From an optimization exercise on the open Yosys and OpenROAD flow, aimed at small area, a short achievable clock period and few clock cycles; shortcuts taken in it are not production practice.
Only simulation tests tie the RTL to the original design; equivalence was not proved.
Power and IR drop assume default switching activity.

==> flow/design.v <==
module cinepak_yuv_pixel (
    input  wire [7:0]  y,
    input  wire [7:0]  u,       
    input  wire [7:0]  v,       
    input  wire [1:0]  fmt,
    output reg  [23:0] pix
);
    wire signed [9:0] ys = {2'b00, y};
    wire signed [9:0] us = {{2{u[7]}}, u};
    wire signed [9:0] vs = {{2{v[7]}}, v};
    wire signed [9:0] r_sum = ys + (vs <<< 1);
    wire signed [9:0] g_sum = ys - (us >>> 1) - vs;
    wire signed [9:0] b_sum = ys + (us <<< 1);
    wire [7:0] r = r_sum[9] ? 8'd0 : (r_sum[8] ? 8'd255 : r_sum[7:0]);
    wire [7:0] g = g_sum[9] ? 8'd0 : (g_sum[8] ? 8'd255 : g_sum[7:0]);
    wire [7:0] b = b_sum[9] ? 8'd0 : (b_sum[8] ? 8'd255 : b_sum[7:0]);
    always @* begin
        case (fmt)
            2'd0:    pix = {8'd0, r[7:3], g[7:2], b[7:3]};
            2'd1:    pix = {10'd0, r[7:3], g[7:3], b[7:4]};
            2'd2:    pix = {r, g, b};
            default: pix = {16'd0, y};
        endcase
    end
endmodule
module cinepak_cb_loader (
    input  wire        clk,
    input  wire        rst,
    input  wire        in_valid,
    output wire        in_ready,
    input  wire [7:0]  in_data,
    input  wire [1:0]  fmt,
    output reg         out_valid,
    input  wire        out_ready,
    output reg         out_v1,
    output reg  [7:0]  out_index,
    output reg  [95:0] out_pix
);
    localparam M_HDR  = 2'd0;    
    localparam M_CB   = 2'd1;    
    localparam M_SKIP = 2'd2;    
    reg  [1:0]  mode;
    reg  [1:0]  hcnt;             
    reg  [23:0] rem;              
    reg         cb_is;            
    reg         cb_sparse;
    reg         cb_v1;
    reg         cb_short;
    reg  [1:0]  cb_fmt;
    reg  [2:0]  fcnt;             
    reg         is_ent;           
    reg  [31:0] mask;             
    reg  [3:0]  grp;              
    reg  [7:0]  cur_idx;          
    reg  [7:0]  sy0, sy1, sy2, sy3, su, sv;
    reg  [1:0]  conv_fmt;
    reg         conv_short;
    reg  [2:0]  rdy;              
    reg  [1:0]  pc;               
    reg         in_rdy;
    assign in_ready = in_rdy;
    wire take = in_valid && in_rdy;
    wire last  = (rem == 24'd5);
    wire fits4 = (rem[23:3] != 21'd0);                          
    wire fits6 = (rem[23:4] != 20'd0) || (rem[3:1] == 3'b101)    
                                      || (rem[3:2] == 2'b11);
    wire fitsn = cb_short ? fits4 : fits6;
    wire        mask_zero = (mask == 32'd0);
    wire        done      = mask_zero && grp[3];
    wire        need_flag = mask_zero && cb_sparse;
    wire [31:0] m_eff     = mask_zero ? 32'hffffffff : mask;
    function [4:0] lead0;
        input [31:0] m;
        integer i;
        begin
            lead0 = 5'd0;
            for (i = 0; i < 32; i = i + 1)
                if (m[i]) lead0 = 31 - i;
        end
    endfunction
    wire [2:0] grp_m1 = grp[2:0] - 3'd1;
    wire [7:0] next_idx = {(mask_zero ? grp[2:0] : grp_m1), lead0(m_eff)};
    wire in_cb   = (mode == M_CB);
    wire fs      = in_cb && (fcnt == 3'd0);
    wire fs_ent  = fs && !done && !need_flag && fitsn;
    wire fs_flag = fs && !done && need_flag && fits4;
    wire fs_skip = fs && !fs_ent && !fs_flag;
    wire mid_ent  = in_cb && (fcnt != 3'd0) && is_ent;
    wire mid_flag = in_cb && (fcnt != 3'd0) && !is_ent;
    wire ent_end  = mid_ent && (fcnt == (cb_short ? 3'd3 : 3'd5));
    wire [23:0] size_full = {rem[23:8], in_data};
    wire        no_pay    = (rem[23:8] == 16'd0) && (in_data <= 8'd4);
    wire out_free = !out_valid || out_ready;
    wire conv     = (rdy != 3'd0) && ((pc != 2'd0) || out_free);
    wire y_in     = take && cb_short && (fs_ent || mid_ent);
    wire ent_in   = take && !cb_short && ent_end;
    wire [2:0] rdy_n = rdy - {2'd0, conv} + {2'd0, y_in} + {ent_in, 2'd0};
    wire [1:0] pc_n  = pc + {1'b0, conv};
    wire out_valid_n = (out_valid && !out_ready) || (conv && pc == 2'd3);
    always @(posedge clk) begin
        if (rst) begin
            mode   <= M_HDR;
            hcnt   <= 2'd0;
            fcnt   <= 3'd0;
            rdy    <= 3'd0;
            pc     <= 2'd0;
            in_rdy <= 1'b1;
            out_valid <= 1'b0;
        end else begin
            rdy    <= rdy_n;
            pc     <= pc_n;
            out_valid <= out_valid_n;
            in_rdy <= !((rdy_n == 3'd4) && (pc_n == 2'd0) && out_valid_n);
            if (take) begin
                case (mode)
                M_HDR: begin
                    hcnt <= hcnt + 2'd1;
                    if (hcnt == 2'd3) begin
                        fcnt <= 3'd0;
                        if (no_pay)
                            mode <= M_HDR;
                        else if (cb_is)
                            mode <= M_CB;
                        else
                            mode <= M_SKIP;
                    end
                end
                default: begin
                    if (last) begin
                        mode <= M_HDR;
                        hcnt <= 2'd0;
                    end else if (fs_skip) begin
                        mode <= M_SKIP;
                    end
                    if (fs_flag || fs_ent)
                        fcnt <= 3'd1;
                    if (mid_flag || mid_ent)
                        fcnt <= ((mid_flag && fcnt == 3'd3) || ent_end) ? 3'd0 : fcnt + 3'd1;
                end
                endcase
            end
        end
    end
    always @(posedge clk) begin
        if (take && mode == M_HDR && hcnt == 2'd3) begin
            grp  <= 4'd0;
            mask <= 32'd0;
        end
        if (take && mode != M_HDR)
            rem <= rem - 24'd1;
        if (take && fs_flag) begin
            mask[31:24] <= in_data;
            grp    <= grp + 4'd1;
            is_ent <= 1'b0;
        end
        if (take && fs_ent) begin
            if (mask_zero) begin
                mask <= 32'hffffffff;
                grp  <= grp + 4'd1;
            end
            cur_idx    <= next_idx;
            conv_fmt   <= cb_fmt;
            conv_short <= cb_short;
            is_ent     <= 1'b1;
        end
        if (in_rdy) begin
            if (mode == M_HDR) begin
                case (hcnt)
                    2'd0: begin
                        cb_is     <= (in_data[7:3] == 5'b00100);
                        cb_sparse <= in_data[0];
                        cb_v1     <= in_data[1];
                        cb_short  <= in_data[2];
                        cb_fmt    <= fmt;
                    end
                    2'd1: rem[23:16] <= in_data;
                    2'd2: rem[15:8]  <= in_data;
                    default: rem[7:0] <= in_data;
                endcase
            end
            if (fs_ent) sy0 <= in_data;
            if (mid_ent) begin
                case (fcnt)
                    3'd1: sy1 <= in_data;
                    3'd2: sy2 <= in_data;
                    3'd3: sy3 <= in_data;
                    3'd4: su  <= in_data;
                    default: sv <= in_data;
                endcase
                if (fcnt == 3'd1)
                    mask[~cur_idx[4:0]] <= 1'b0;
            end
            if (mid_flag) begin
                case (fcnt)
                    3'd1: mask[23:16] <= in_data;
                    3'd2: mask[15:8]  <= in_data;
                    default: mask[7:0] <= in_data;
                endcase
            end
        end
    end
    reg [7:0] ysel;
    always @* begin
        case (pc)
            2'd0: ysel = sy0;
            2'd1: ysel = sy1;
            2'd2: ysel = sy2;
            default: ysel = sy3;
        endcase
    end
    wire [7:0]  ueff = conv_short ? 8'd0 : su;
    wire [7:0]  veff = conv_short ? 8'd0 : sv;
    wire [23:0] pix;
    cinepak_yuv_pixel u_pix (.y(ysel), .u(ueff), .v(veff), .fmt(conv_fmt), .pix(pix));
    always @(posedge clk) begin
        if (conv) begin
            case (pc)
                2'd0: begin
                    out_pix[23:0] <= pix;
                    out_v1        <= cb_v1;
                    out_index     <= cur_idx;
                end
                2'd1: out_pix[47:24] <= pix;
                2'd2: out_pix[71:48] <= pix;
                default: out_pix[95:72] <= pix;
            endcase
        end
    end
endmodule
==> flow/run.sh <==
#!/bin/bash
# synth_recipe.tcl (not shown) runs the flow's synth.tcl, then flattens the netlist and writes it again
# the make line also repeats each setting of config.mk as NAME=value (left out here)
make -C /OpenROAD-flow-scripts/flow DESIGN_CONFIG=/design/flow/config.mk WORK_HOME=/design/flow/orfs CLKGATE_MAP_FILE= SYNTH_SCRIPT=/design/flow/synth_recipe.tcl finish
==> flow/config.mk <==
export PLATFORM = sky130hd
export DESIGN_NAME = cinepak_cb_loader
export DESIGN_NICKNAME = cinepak_cb_loader
export VERILOG_FILES = /design/flow/design.v
export SDC_FILE = /design/flow/constraint.sdc
export NUM_CORES = 4
export LEC_CHECK = 0
export CAP_MARGIN = 20
export CORE_MARGIN = 2
export CORE_UTILIZATION = 40
export PLACE_DENSITY = 0.6
export SETUP_SLACK_MARGIN = 3
export SLEW_MARGIN = 20
==> flow/constraint.sdc <==
create_clock -name core_clock -period 5.0 [get_ports {clk}]
set_input_delay 1.0000 -clock core_clock [delete_from_list [all_inputs] [get_ports {clk}]]
set_output_delay 1.0000 -clock core_clock [all_outputs]
set_load 0.01 [all_outputs]
==> flow_metrics.py, run 1 <==
metrics = {
    "synthesis": {
        "synth_ff_type": "edfxtp_1",
        "synthArstFlopShare_pct": 0,
        "synth-compound-area-share_pct": 14.1,
        "synth.largest_area_cell": "edfxtp_1",
        "yosys.area_share.adder_pct": 6.77,
        "synth_top_family_by_area": "compound AO/OA/AOI/OAI gates",
        "synthCells": 1059,
        "syn_nets": 1130,
        "synth.mux.area_fraction_pct": 2.52,
        "netlist-cell-type-count": 73,
        "ys_ff_latch": 245,
        "netlist.area_leader.share_pct": 43.1,
        "ys_seq_area_share_pct": 55.7,
        "synth_xor_area_share_pct": 3.40,
        "yosysWarnings": 2,
        "syn-mean-instance-area_um2": 11.2,
        "syn_area_um2": 11900,
        "synth.area.top_cells": "edfxtp_1 (43%), dfxtp_1 (13%), ha_1 (4.7%), nor2_1 (3.0%), nand2_1 (2.8%)",
        "synth_simple_gate_area_share_pct": 13.6,
        "synth_edf_count": 170,
    },
    "layout": {
        "fin_nets": 1350,
        "multi_input_area_um2": 6270,
        "layout-drive-gt1-share_pct": 40.8,
        "n_antenna_cell": 0,
        "seqCellArea_um2": 6640,
        "fillers": 2469,
        "syn_to_final_growth_pct": 38.2,
    },
    "pwr": {
        "powerDensity_nw_per_um2": 502,
        "peakVddDrop_mv": 0.267,
        "p_leak_nw": 6.18,
    },
    "drt": {
        "drtIter0Drc": 507,
        "via_per_inst": 5.39,
        "vias": 9098,
        "avgRoutedWirePerCell_um": 19.4,
        "detail-route-antenna-nets": 0,
        "drc": 0,
        "drtPass1Iterations": 5,
        "wirelength_mm": 32.7,
    },
    "hold_path": {
        "hold_path_class": "reg -> reg",
        "hold_depth": 0,
        "whs_endpoint": "conv_fmt[1]",
        "hp-start": "cb_fmt[1]",
    },
    "placement": {
        "portBuffers": 120,
        "routabilityCongestion": 0.835,
        "post-dp-hpwl_mm": 20.5,
        "post-place-ws_ns": 0.899,
    },
    "grt": {
        "grt_pass1_vias": 8869,
        "grt_pass1_wl_mm": 49.9,
        "grt_max_degree": 38,
        "grt_util_all_layers_pct": 20.7,
        "grt_overflow": 0,
        "antenna_found_initial": 0,
    },
    "clocking": {
        "cts_tree": "done",
        "cts.sinks": 245,
        "clock_latency_ns": 0.54,
        "cts_buffers": 27,
        "clock_path_buffers": 3,
        "clk_pin_slew_ns": 0.06,
        "cts-root-buf": "clkbuf_16",
        "h-tree-depth": 1,
    },
    "status": {
        "status": "timing/DRC/antenna clean",
    },
    "run": {
        "drv_cap": 0,
    },
    "floorplanning": {
        "start_util_pct": 40.3,
        "fp.coreArea_um2": 29400,
        "fp.dieH_um": 176,
        "rows": 63,
        "io_pins": 121,
        "die_w_um": 176,
        "dieArea_um2": 31000,
    },
    "critical_path": {
        "worst-path-max-fanout": 4,
        "reg2regPathDepth": 15,
        "r2r_slack_ns": 1.33,
        "r2r-end": "in_rdy",
        "crit_arrival_ns": 4.08,
        "startpoint_type": "flop",
        "crit_start": "mask[12]",
        "worstSetupPathType": "reg -> reg",
        "endpoint_kind": "flop",
        "reg2reg_from": "mask[12]",
        "worstPathRequired_ns": 5.41,
    },
    "sta": {
        "fmax_mhz": 272,
        "tns_ns": 0,
        "min_period_ns": 3.67,
        "rsz0062_at_grt": "yes",
        "finalSetupViolCount": 0,
        "slew_viol_final": 0,
        "fin_skew_ns": 0.0148,
        "period_share_pct": 73.4,
        "hold_violations": 0,
        "tightest_slew_ns": 1.19,
        "setup_ws_ns": 1.33,
        "relSlewSlack_pct": 20.3,
    },
}
==> layout make-up <==
| cell class | count | area share, % |
|---|---|---|
| Sequential cell | 245 | 40.5 |
| Multi-Input combinational cell | 697 | 38.2 |
| Timing Repair Buffer | 242 | 11.3 |
| Clock buffer | 35 | 4.49 |
| Tap cell | 390 | 2.98 |
| Inverter | 66 | 1.51 |
| Clock inverter | 14 | 0.985 |
==> per-stage QoR <==
step | util (%) | instances | cell area [µm²] | hold slack [ns] | total power [W]
after floorplan | - | 1059 | 12500 | 0.400 | 0.00464
after global placement | 47.8 | 1539 | 14100 | 0.403 | 0.00557
after detailed placement | 47.8 | 1539 | 14100 | 0.405 | 0.00561
after CTS | 54.5 | 1674 | 16000 | 0.418 | 0.00807
after global routing | 55.8 | 1689 | 16400 | 0.423 | 0.00867
final | 55.8 | 1689 | 16400 | 0.417 | 0.00823
==> metal layers <==
layer / share of wire, % / GRT usage [%] / vias up
met2: 49 / 35.8 / 284
met5: 0 / 0 / -
met1: 41 / 26.2 / 4415
met4: 3.8 / 7.99 / 0
met3: 5.7 / 2.99 / 78
li1: - / - / 4321
==> sequential cells by signal, indices dropped and copies added, names as in the netlist, 2 cells and up <==
| signal | cells |
|---|---|
| cb_fmt | 2 |
| conv_fmt | 2 |
| cur_idx | 8 |
| fcnt | 3 |
| grp | 4 |
| hcnt | 2 |
| mask | 32 |
| mode | 2 |
| out_index | 8 |
| out_pix | 96 |
| pc | 2 |
| rdy | 3 |
| rem | 24 |
| su | 8 |
| sv | 8 |
| sy0 | 8 |
| sy1 | 8 |
| sy2 | 8 |
| sy3 | 8 |
==> repair_timing <==
item                                    in CTS  in global routing
setup buffers                               84                 14
gates cloned                                 2                  0
gates resized for setup                    636                 51
endpoints found under the setup margin     371                321
endpoints found under the hold margin        0                  0
hold buffers                                 0                  0
pin swaps                                   69                 52
==> report_power, final <==
part / switching [W] / internal [W] / total, W
Combinational: 0.00177 / 0.00152 / 0.00329
Clock: 0.000795 / 0.00119 / 0.00199
Sequential: 0.000241 / 0.00271 / 0.00295
Total: 0.00281 / 0.00542 / 0.00823
==> cells in the final DEF, fill, tap and decap left out, types with 13 or more instances in the layout <==
master     instances
nand2b_1          13
a21o_1            21
xnor2_1           26
inv_2             13
ha_4              15
a221oi_2          13
nor2b_1           16
nor2_4            24
o21ai_1           22
dfxtp_1           60
buf_2            103
inv_1             52
buf_6             29
nor3_1            17
edfxtp_1         170
nor2_1            60
clkbuf_16         27
o21ai_0           26
nand2_1           83
a22oi_2           17
xor2_1            16
ha_1              27
a21oi_1           30
buf_4             83
==> synth_stat cells (all sizes together), types with 9 or more instances <==
cell      n
edfxtp  170
nor2     96
nand2    88
dfxtp    75
inv      65
o21ai    58
ha       45
a21oi    40
clkbuf   37
a22oi    28
xnor2    28
nor3     25
a21o     22
nor2b    21
nor4     19
a221oi   18
xor2     18
nand2b   17
buf      15
nand3    14
fa       12
o211ai   12
mux2      9
o31ai     9
==> logic make-up (layout without fill, tap and decap cells) <==
group	after synthesis	count (layout)
simple gates	329	329
flops	245	245
buf+inv	118	357
xor+xnor	46	46
compound gates	244	245
mux	20	20
fa+ha+maj	57	57
==> critical path, stage by stage, from the launching register on <==
cell and delay, ns:
dfxtp_2 0.34, or4_4 0.55, and4bb_1 0.32, or3b_4 0.43
o21ai_4 0.18, nand2_2 0.07, nand3_2 0.09, ha_4 0.20
inv_2 0.06, ha_4 0.11, inv_2 0.03, fa_2 0.33
xor2_1 0.16, xnor2_1 0.14, xor2_1 0.15, or4_1 0.41
==> how the worst max path moves through the flow <==
stage	end	slack, ns
floorplan	in_rdy	1.16
global placement	in_rdy	0.95
detailed placement	in_rdy	0.90
CTS	out_pix[15]	1.34
global route	out_pix[87]	1.18
finish	in_rdy	1.33
Testbench counts, summed over its fixed seeds: cycles 73,504.
==> inputs of run 2 (changes only) <==
--- a/flow/config.mk
+++ b/flow/config.mk
@@ -9,5 +9,5 @@
 export CORE_MARGIN = 2
 export CORE_UTILIZATION = 40
 export PLACE_DENSITY = 0.6
-export SETUP_SLACK_MARGIN = 3
+export SETUP_SLACK_MARGIN = 2
 export SLEW_MARGIN = 20
==> run 2 against run 1 <==
Compared with the run above:
- largest cell class unchanged
- still clean
- first-iteration DRC count fell by 2.4%
- via count fell by 2.2%
- wire length fell by 5.5%
- design area fell by 3.4%
- highest routed layer unchanged
==> flow_metrics.py, run 2 <==
metrics = {
    "status": {
        "status": "timing/DRC/antenna clean",
    },
    "sta": {
        "min_period_ns": 3.67,
        "fmax_mhz": 273,
        "fin_skew_ns": 0.0141,
        "relSlewSlack_pct": 28.9,
        "hold_violations": 0,
        "finalSetupViolCount": 0,
        "period_share_pct": 73.4,
        "tightest_slew_ns": 1.06,
        "tns_ns": 0,
        "slew_viol_final": 0,
        "rsz0062_at_grt": "yes",
    },
    "clocking": {
        "cts.sinks": 245,
        "cts-hold-fix-buffers": 0,
        "cts_tree": "done",
        "clock_path_buffers": 3,
        "cts_buffers": 27,
        "clock_latency_ns": 0.54,
        "clk_pin_slew_ns": 0.06,
        "cts-root-buf": "clkbuf_16",
        "h-tree-depth": 1,
    },
    "drt": {
        "drtIter0Drc": 495,
        "vias": 8901,
        "avgRoutedWirePerCell_um": 18.7,
        "drtPass1Iterations": 5,
        "wirelength_mm": 30.9,
        "drc": 0,
        "detail-route-antenna-nets": 0,
        "via_per_inst": 5.38,
    },
    "critical_path": {
        "reg2regPathDepth": 15,
        "endpoint_kind": "flop",
        "startpoint_type": "flop",
        "reg2reg_from": "pc[0]",
        "worstPathRequired_ns": 5.29,
        "r2r_slack_ns": 1.33,
        "crit_arrival_ns": 3.96,
        "worst-path-max-fanout": 7,
        "worstSetupPathType": "reg -> reg",
        "r2r-end": "out_pix[8]",
    },
    "pwr": {
        "pwr-share-comb_pct": 39.3,
        "internal_power_w": 0.00554,
        "powerDensity_nw_per_um2": 519,
        "pwr-share-clk_pct": 25.1,
        "peakVddDrop_mv": 0.275,
        "p_leak_nw": 5.87,
        "switching_power_w": 0.00268,
        "p_seq_share_pct": 35.6,
        "switching_share_pct": 32.6,
    },
    "synthesis": {
        "synthCells": 1059,
        "netlist-cell-type-count": 73,
        "netlist.area_leader.share_pct": 43.1,
        "synth.area.top_cells": "edfxtp_1 (43%), dfxtp_1 (13%), ha_1 (4.7%), nor2_1 (3.0%), nand2_1 (2.8%)",
        "synth_edf_count": 170,
        "ys_ff_latch": 245,
        "yosysWarnings": 2,
        "syn_nets": 1130,
        "syn_area_um2": 11900,
        "syn-mean-instance-area_um2": 11.2,
        "synthArstFlopShare_pct": 0,
        "yosysMostFrequentCell": "edfxtp_1",
        "synth_ff_type": "edfxtp_1",
        "ys_seq_area_share_pct": 55.7,
        "synth.largest_area_cell": "edfxtp_1",
        "synth_common_cells": "edfxtp_1 (170), nor2_1 (96), nand2_1 (88), dfxtp_1 (75), inv_1 (65)",
    },
    "layout": {
        "layout-drive-gt1-share_pct": 23.5,
        "fin_util_pct": 53.8,
        "regMostFlops": "out_pix",
        "fillers": 2500,
        "syn_to_final_growth_pct": 33.5,
        "largest_register_ffs": 96,
        "n_antenna_cell": 0,
        "largestRegisters": "out_pix (96), mask (32), rem (24)",
        "layout_commonest_cell": "edfxtp_1",
        "fin_nets": 1317,
        "layout_common_cells": "edfxtp_1 (170), clkdlybuf4s50_1 (120), nand2_1 (85)",
    },
    "hold_path": {
        "hp-start": "cb_v1",
        "whs_endpoint": "out_v1",
        "hold_depth": 0,
        "hold_path_class": "reg -> reg",
    },
    "floorplanning": {
        "fp.coreArea_um2": 29400,
        "die_w_um": 176,
        "rows": 63,
        "start_util_pct": 40.3,
        "io_pins": 121,
        "dieArea_um2": 31000,
        "fp.dieH_um": 176,
    },
    "run": {
        "drv_cap": 0,
    },
    "placement": {
        "post-dp-hpwl_mm": 20.4,
        "portBuffers": 120,
        "routabilityCongestion": 0.857,
    },
    "grt": {
        "grt_util_all_layers_pct": 19.6,
        "grt_pass1_vias": 8617,
        "grt_overflow": 0,
        "antenna_found_initial": 0,
        "grt_pass1_wl_mm": 47.8,
        "grt_max_degree": 38,
    },
}
[run 2: cell types whose count changed in the layout (fill, tap and decap cells not counted), sizes merged]
cell / delta
clkdlybuf4s50: +108
clkinv: +2
clkbuf: -7
buf: -139
bufinv: +2
clkdlybuf4s15: -1
inv: +2
[run 2: final cells by class]
class | instances | area (µm²) | share of cell area [%]
Tap cell | 390 | 488 | 3.08
Multi-Input combinational cell | 697 | 5570 | 35.2
Clock inverter | 20 | 244 | 1.54
Timing Repair Buffer | 209 | 1980 | 12.5
Clock buffer | 29 | 683 | 4.32
Inverter | 66 | 248 | 1.56
Sequential cell | 245 | 6620 | 41.8
[run 2: worst max-delay path, cell delays in order, from the launching register on]
cell      delay (ns)
dfxtp_4         0.43
buf_6           0.12
mux4_2          0.54
inv_2           0.08
fa_1            0.42
inv_2           0.08
ha_4            0.22
and3_4          0.17
a221oi_4        0.35
a21o_1          0.18
a311oi_2        0.12
buf_6           0.17
o21a_1          0.18
o32ai_2         0.14
a211oi_2        0.05
buf_4           0.17
[run 2: worst max-delay path by stage]
stage	from	endpoint	cells after the start
finish	pc[0]	out_pix[8]	15
global route	pc[0]	out_pix[63]	12
CTS	mask[25]	in_rdy	15
detailed placement	pc[1]	out_pix[81]	12
global placement	mask[24]	in_rdy	15
floorplan	mask[24]	in_rdy	16
[run 2: cell families (layout without fill, tap and decap cells)]
kind of cell / Yosys count / after routing / share of synthesized area, %
AOI/OAI and AO/OA: 244 / 245 / 14.1
muxes: 20 / 20 / 2.52
and+or+nand+nor: 329 / 329 / 13.6
xor gates and xnor gates: 46 / 46 / 3.40
DFF: 245 / 245 / 55.7
adders and majority gates: 57 / 57 / 6.77
buffers and inverters: 118 / 324 / 3.87
[run 2: metrics by stage]
stage / std cells / power [W] / hold WS [ns] / setup WS [ns] / area [µm²]
after detailed placement: 1536 / 0.00542 / 0.405 / 0.827 / 13600
after global routing: 1656 / 0.00864 / 0.427 / 1.17 / 15800
after floorplan: 1059 / 0.00448 / 0.400 / 1.16 / 12000
after CTS: 1648 / 0.00804 / 0.420 / 1.31 / 15500
final: 1656 / 0.00821 / 0.419 / 1.33 / 15800
after global placement: 1536 / 0.00540 / 0.401 / 0.934 / 13600
[run 2: metal layers]
metal  GRT usage [%]  vias to the layer above  wire length (µm)
met4            7.54                        0               983
li1                -                     4263                 -
met2            33.2                      301             15000
met3            2.95                       72              1890
met5               0                        -                 0
met1            25.4                     4265             13100
[run 2: power groups by stage]
stage,logic [W],registers (W),clock network (W)
detailed placement,0.00245,0.00297,0
global route,0.00348,0.00297,0.00218
finish,0.00323,0.00293,0.00206
floorplan,0.00144,0.00304,0
global placement,0.00243,0.00297,0
CTS,0.00301,0.00292,0.00211
[run 2: timing repair]
action	in CTS	in global routing
gates resized for setup	118	48
buffers inserted	61	8
endpoints found under the setup margin	117	123
pin swaps	58	29
cloned	2	0
==> inputs of run 3 (changes only) <==
--- a/flow/config.mk
+++ b/flow/config.mk
@@ -9,5 +9,4 @@
 export CORE_MARGIN = 2
 export CORE_UTILIZATION = 40
 export PLACE_DENSITY = 0.6
-export SETUP_SLACK_MARGIN = 2
 export SLEW_MARGIN = 20
==> run 3 against run 2 <==
Compared with the run above:
- still clean
- global-route usage shrank 1.3 points
- via count fell by 4.0%
- fmax down 16%
- worst setup slack worse by 0.72 ns
- synthesized area unchanged
- combinational power is 27% lower
- final cell count down 4.1%
- utilization is 4.7 points lower
- worst hold slack improved by 0.0015 ns
- count of clock-buffer cells in the layout is the same
- sequential power barely moved
- critical path depth down 2
- critical path type unchanged
==> flow_metrics.py, run 3 <==
metrics = {
    "grt": {
        "grt_overflow": 0,
        "grt_pass1_vias": 8026,
        "antenna_found_initial": 0,
        "grt_util_all_layers_pct": 18.3,
        "grt_max_degree": 38,
        "grt_pass1_wl_mm": 44.6,
    },
    "synthesis": {
        "synth_ff_type": "edfxtp_1",
        "synthCells": 1059,
        "synth_edf_count": 170,
        "netlist-cell-type-count": 73,
        "yosysMostFrequentCell": "edfxtp_1",
        "syn-mean-instance-area_um2": 11.2,
        "synthArstFlopShare_pct": 0,
        "netlist.area_leader.share_pct": 43.1,
        "syn_nets": 1130,
        "yosysWarnings": 2,
        "synth.area.top_cells": "edfxtp_1 (43%), dfxtp_1 (13%), ha_1 (4.7%), nor2_1 (3.0%), nand2_1 (2.8%)",
        "ys_seq_area_share_pct": 55.7,
        "syn_area_um2": 11900,
        "ys_ff_latch": 245,
        "synth_common_cells": "edfxtp_1 (170), nor2_1 (96), nand2_1 (88), dfxtp_1 (75), inv_1 (65)",
        "synth.largest_area_cell": "edfxtp_1",
    },
    "clocking": {
        "cts_resized": 0,
        "cts_tree": "done",
        "clock_latency_ns": 0.54,
        "cts-hold-fix-buffers": 0,
        "cts-root-buf": "clkbuf_16",
        "cts_buffers": 27,
        "clock_path_buffers": 3,
        "clk_pin_slew_ns": 0.06,
        "postCtsSetupBuffers": 0,
        "cts.sinks": 245,
        "h-tree-depth": 1,
    },
    "sta": {
        "slew_viol_final": 0,
        "rsz0062_at_grt": "no",
        "fin_skew_ns": 0.0241,
        "relSlewSlack_pct": 30.4,
        "period_share_pct": 87.8,
        "tns_ns": 0,
        "holdWs_ns": 0.421,
        "finalSetupViolCount": 0,
        "hold_violations": 0,
        "fmax_mhz": 228,
        "min_period_ns": 4.39,
        "tightest_slew_ns": 1.03,
    },
    "layout": {
        "largest_register_ffs": 96,
        "layout_common_cells": "edfxtp_1 (170), clkdlybuf4s50_1 (120), nor2_1 (96)",
        "largestRegisters": "out_pix (96), mask (32), rem (24)",
        "layout_commonest_cell": "edfxtp_1",
        "n_antenna_cell": 0,
        "layout-drive-gt1-share_pct": 8.18,
        "fin_nets": 1248,
        "syn_to_final_growth_pct": 21.8,
        "regMostFlops": "out_pix",
        "final_cells": 1588,
        "fin_util_pct": 49.1,
    },
    "placement": {
        "place_inst": 1538,
        "routabilityCongestion": 0.876,
        "portBuffers": 120,
        "post-dp-hpwl_mm": 20.4,
    },
    "critical_path": {
        "reg2reg_from": "pc[0]",
        "r2r_slack_ns": 0.61,
        "crit_cells": 13,
        "startpoint_type": "flop",
        "reg2regPathDepth": 13,
        "slowest_delay_ns": 0.66,
        "crit_top_cell": "inv_1",
        "endpoint_kind": "flop",
        "critPathTopFamily": "compound AO/OA/AOI/OAI gates",
        "worst-path-max-fanout": 13,
        "slowest_stage": "mux4_2",
        "r2r-end": "out_pix[80]",
        "worstPathRequired_ns": 5.27,
        "crit_buf_inv": 3,
        "crit_arrival_ns": 4.66,
        "worstSetupPathType": "reg -> reg",
        "cp_cell_sequence": "mux4_2 -> inv_1 -> fa_1 -> inv_1 -> ha_1 -> a21o_1 -> a221oi_1 -> nor4bb_1 -> a311oi_1 -> buf_4 -> o21a_1 -> o32ai_1 -> a211oi_1",
    },
    "pwr": {
        "powerDensity_nw_per_um2": 506,
        "p_leak_nw": 5.38,
        "finalPower_w": 0.00730,
        "peakVddDrop_mv": 0.262,
    },
    "drt": {
        "drc": 0,
        "drtPass1Iterations": 5,
        "via_per_inst": 5.38,
        "wirelength_mm": 29.0,
        "drtIter0Drc": 732,
        "avgRoutedWirePerCell_um": 18.3,
        "detail-route-antenna-nets": 0,
        "vias": 8541,
    },
    "hold_path": {
        "hp-start": "cb_fmt[0]",
        "hold_depth": 0,
        "hold_path_class": "reg -> reg",
        "whs_endpoint": "conv_fmt[0]",
    },
    "run": {
        "drv_cap": 0,
    },
    "status": {
        "status": "timing/DRC/antenna clean",
    },
    "floorplanning": {
        "rows": 63,
        "start_util_pct": 40.3,
        "fp.coreArea_um2": 29400,
        "fp.dieH_um": 176,
        "dieArea_um2": 31000,
        "io_pins": 121,
        "die_w_um": 176,
    },
}
==> run 3: cell families after synthesis <==
logic type,synth area share (%)
AO/OA/AOI/OAI,14.1
XOR/XNOR,3.40
adder cells (fa/ha/maj),6.77
buffers and inverters,3.87
flip-flops,55.7
multiplexers,2.52
AND/OR/NAND/NOR,13.6
==> run 3: layout make-up <==
| type | count | area [µm²] |
|---|---|---|
| fill | 2656 | 15000 |
| sequential | 245 | 6610 |
| clock buffer | 29 | 683 |
| multi-input combinational | 696 | 4810 |
| inverter | 66 | 248 |
| timing repair buffer | 141 | 1360 |
| tap | 390 | 488 |
| clock inverter | 21 | 246 |
==> run 3: how the worst max path moves through the flow <==
stage	startpoint	end	slack, ns
after detailed placement	pc[0]	out_pix[32]	0.59
final	pc[0]	out_pix[80]	0.61
after global routing	pc[0]	out_pix[80]	0.28
after CTS	pc[0]	out_pix[80]	0.55
after global placement	pc[0]	out_pix[32]	0.77
after floorplan	out_ready	out_index[0]	0.28
==> run 3: metal layers <==
layer  GRT usage (%)  wire length [µm]
met5               0                 0
met2            30.8             13500
met3            2.24              1790
met1            24.6             12900
met4            6.13               847
==> run 3: worst reg2reg max path, delay by kind of cell (launching register included) <==
family | cells | cell delay (ns)
AOI/OAI and AO/OA | 6 | 1.59
muxes | 1 | 0.66
and+or+nand+nor | 1 | 0.11
DFF | 1 | 0.60
adders and majority gates | 2 | 0.71
buffers and inverters | 3 | 0.46
==> run 3: where the power goes <==
group | internal, W | leakage [nW] | total, W | switching, W
Sequential | 0.00270 | 2.19 | 0.00291 | 0.000208
Combinational | 0.00105 | 2.74 | 0.00235 | 0.00130
Clock | 0.00125 | 0.449 | 0.00204 | 0.000793
==> run 3: through the flow <==
stage	worst slack, ns	cell area, µm²
floorplan	0.281	11900
global placement	0.771	13500
detailed placement	0.585	13500
CTS	0.551	14400
global route	0.278	14400
finish	0.612	14400

separate check: timing with driven ports:
Ports are ideal in the flow. The routed layouts listed here were re-timed in OpenROAD. Step 1 (the two cells are an assumption about what drives the block):
set clk [get_ports {clk}]
set_driving_cell -lib_cell sky130_fd_sc_hd__clkbuf_16 $clk
set_driving_cell -lib_cell sky130_fd_sc_hd__buf_2 [delete_from_list [all_inputs] $clk]
Step 2 adds t to the input delays and takes it off the output delays; t is the mean of the earliest and latest rising clock arrival at the registers after step 1. Input paths then give back, and output paths get back, about the clock's delay inside the block. Three values: no drivers, after step 1, after step 2; two values: the first two.
| run | t (ns) | setup slack, ns | worst register clock-pin slew, ns |
|---|---|---|---|
| run 1 | 0.579 | 1.329 / 1.329 / 1.329 | 0.06 / 0.06 |
| run 2 | 0.587 | 1.330 / 1.330 / 1.179 | 0.06 / 0.06 |
| run 3 | 0.577 | 0.612 / 0.612 / 0.612 | 0.06 / 0.06 |
After both steps every run listed still meets setup and hold. For run 2, which loses most, drivers alone change the setup slack by 0.000 ns; drivers and shift together by -0.151 ns.
